What follows belongs to an exercise in optimizing a design on an open flow for small area; a production flow would make more cautious choices. Only simulation tests tie the RTL to the original design; equivalence was not proved. Power is estimated from default activity; no workload was simulated.

Setup of job 9436:
==> flow/design.v (excerpt) <==
module fsk_tx (
    input  wire        clk,
    input  wire        rst,
    input  wire        bus_en,
    input  wire        bus_we,
    input  wire [3:0]  bus_addr,
    input  wire [15:0] bus_wdata,
    output reg  [15:0] bus_rdata,
    output wire        s_valid,
    input  wire        s_ready,
    output wire [15:0] s_data,
    output wire        s_bit,
    output wire        s_bitstart,
    output wire        s_last,
    output wire        irq
);
Size: ~8,900 cells after synthesis, about 62 I/O pins, ~0.076 mm2 of cells after synthesis.
clock: 10.0 ns
lec_check: 0
cap_margin: 10
core_margin: 2
core_utilization: 70
slew_margin: 10
standard.sh (not shown) runs the stock make flow with config.mk's settings and CLKGATE_MAP_FILE= SYNTH_SCRIPT=/design/flow/synth_recipe.tcl, a recipe that flattens the netlist after the stock synthesis.
==> flow/flow/run.sh <==
#!/bin/bash
# The standard layout (standard.sh) with three changes:
#  * ABC maps the logic for area (delay relaxed) instead of for speed: a local
#    copy of ORFS's scripts folder whose abc_speed.script is flow/abc_speed.script.
#    Yosys, dfflibmap and every other synthesis step are unchanged, so the
#    registers keep their names and cell types.
#  * clock tree synthesis: clkbuf_8 buffers, clusters of at most 18 sinks
#    within 60 um, no dummy loads.
#  * every input and output port is still buffered, with buf_2 cells.
# Each tool's output goes to its own log in ORFS's logs folder; make's output
# is in standard_make.log here.
set -euo pipefail
HERE=$(pwd)
rm -rf "$HERE/orfs_scripts"
cp -r "$FLOW_HOME/scripts" "$HERE/orfs_scripts"
cp "$HERE/flow/abc_speed.script" "$HERE/orfs_scripts/abc_speed.script"
export SCRIPTS_DIR="$HERE/orfs_scripts"
export CTS_ARGS="-sink_clustering_enable -repair_clock_nets -sink_clustering_size 18 -sink_clustering_max_diameter 60 -buf_list sky130_fd_sc_hd__clkbuf_8 -dont_use_dummy_load"
export BUFFER_PORTS_ARGS="-inputs -outputs -buffer_cell sky130_fd_sc_hd__buf_2"
bash standard.sh > standard_make.log 2>&1
==> flow/flow/abc_speed.script <==
&get -n
&st
&dch -f
&nf -R 1000 -C 32 -p -F 8
&put
To summarise job 9436: no stage aborted, but the layout did not pass its checks, failing on slew limit.
## Diff of input files: job 2282 against job 9436
# job 9436
export LEC_CHECK = 0
export CAP_MARGIN = 10
export CORE_MARGIN = 2
export CORE_UTILIZATION = 70
export SLEW_MARGIN = 10
create_clock -name core_clock -period 10.0 [get_ports {clk}]
# job 2282
export LEC_CHECK = 0
export CAP_MARGIN = 20
export CORE_MARGIN = 2
export CORE_UTILIZATION = 70
export SLEW_MARGIN = 40
create_clock -name core_clock -period 10.0 [get_ports {clk}]
Findings:
- Job 2282 | status: complete | timing, DRC, antenna: pass
- Global-route met1 utilization sits higher in job 2282 than in job 9436.
- From job 9436 to job 2282 the numbers moved as follows: die footprint essentially unchanged; placed cell area has increased.
Modified inputs, job 3982 compared to job 2282
# job 2282
export LEC_CHECK = 0
export CAP_MARGIN = 20
export CORE_MARGIN = 2
export CORE_UTILIZATION = 70
export SLEW_MARGIN = 40
create_clock -name core_clock -period 10.0 [get_ports {clk}]
# job 3982
export LEC_CHECK = 0
export CAP_MARGIN = 20
export CORE_MARGIN = 2
export CORE_UTILIZATION = 70
export SLEW_MARGIN = 60
create_clock -name core_clock -period 10.0 [get_ports {clk}]
Findings:
Of job 2282 and job 3982, the run reporting the higher delay of the slowest critical-path stage was job 2282. Between job 2282 and job 3982, the difference in sequential cell area is negligible. Growth of design area from synthesis to finish in job 3982 vs job 2282: up 1.3 points.
Relative to job 3982, the following input files were edited for job 3405:
# job 3982
export LEC_CHECK = 0
export CAP_MARGIN = 20
export CORE_MARGIN = 2
export CORE_UTILIZATION = 70
export SLEW_MARGIN = 60
create_clock -name core_clock -period 10.0 [get_ports {clk}]
# job 3405
export LEC_CHECK = 0
export CAP_MARGIN = 20
export CORE_MARGIN = 2
export CORE_UTILIZATION = 70
export SLEW_MARGIN = 20
create_clock -name core_clock -period 10.0 [get_ports {clk}]
Findings:
In job 3405 the implementation ran to completion but is not tape-out ready, as the final checks report slew limit. Job 3405 ends up with a sequential share of layout area that is 0.80 points higher than in job 3982. Of job 3982 and job 3405, job 3982 shows the higher least setup slack across all paths after layout, with job 3405 below it. Going from job 3982 to job 3405, power roughly the same, final-layout clock buffer total held, placed instance count neither gained nor lost much.


== rev 12 ==
fsk_tx, a different RTL version from the one above (not shown whole).
Size in the first run: ~8,800 cells after synthesis, about 2,100 flip-flops, ~62 I/O pins.
Settings: LEC_CHECK=0, CAP_MARGIN=10, CORE_MARGIN=2, CORE_UTILIZATION=62, GPL_TIMING_DRIVEN=0, SLEW_MARGIN=10; clock period 10.0 ns.
Scripts as last shown in full above: flow/flow/run.sh, flow/flow/abc_speed.script
Status rev 12: flow complete, layout not clean - capacitance limit
What rev 13 does differently from rev 12 at the input level:
- swapping 10 for 20 in CAP_MARGIN
- swapping 62 for 70 in CORE_UTILIZATION
- clearing GPL_TIMING_DRIVEN, which used to be 0
- swapping 10 for 20 in SLEW_MARGIN
==> run notes <==
Per the comparison of rev 13 with rev 12, area added between synthesis and finish -0.59 points; design area lost about 0.55%; count of inserted tapcells fell by 209.
Rev 13 finished all stages; layout check result: FAIL, due to setup timing.
Relative to rev 12, met3 usage in global routing has increased by 10 points in rev 13.
Compared with rev 12, rev 13 shows a higher number of buffers outside the clock class in the layout.
When rev 13 is measured against rev 12, its number of antenna violations at the first check in global routing turns out 15 higher.
Rev 13 -> rev 12: switching fraction of total power flat
Re final core area utilization: rev 13 is 8.1 points up on rev 12.
On clock-pin slew reported for the worst setup and hold paths after clock tree synthesis, rev 13 and rev 12 are basically level.

re-timing with driven ports:
Ports are ideal in the flow. The routed layouts listed here were re-timed in OpenROAD. Step 1 sets driving cells, clkbuf_16 on the clock port and buf_2 on the other inputs (assumed; they add their load-dependent delay and slew). Step 2 times the ports against the registers' clock, not the clock port: input delays grow and output delays shrink by t, the midpoint of the rising clock arrivals with the driver on. a / b / c = no drivers / after step 1 / after step 2; a / b = the first two.
| run | shift t [ns] | slack for setup (ns) | worst hold slack (ns) | slew at the worst register clock pin (ns) | pins driven straight from the clock port |
|---|---|---|---|---|---|
| job 9436 | 0.945 | 1.075 / 0.992 / 1.937 | 0.454 / 0.454 / 0.454 | 0.11 / 0.11 | 1 |
| job 2282 | 0.937 | 1.589 / 1.510 / 2.447 | 0.458 / 0.458 / 0.458 | 0.11 / 0.11 | 1 |
| job 3982 | 0.962 | 2.372 / 2.289 / 3.251 | 0.456 / 0.456 / 0.456 | 0.11 / 0.11 | 1 |
| job 3405 | 0.942 | 1.234 / 1.151 / 2.093 | 0.455 / 0.455 / 0.455 | 0.11 / 0.11 | 1 |
| rev 12 | 0.980 | 0.078 / 0.010 / 0.989 | 0.452 / 0.452 / 0.452 | 0.12 / 0.12 | 1 |
| rev 13 | 0.998 | -0.094 / -0.182 / 0.815 | 0.461 / 0.461 / 0.461 | 0.12 / 0.12 | 1 |
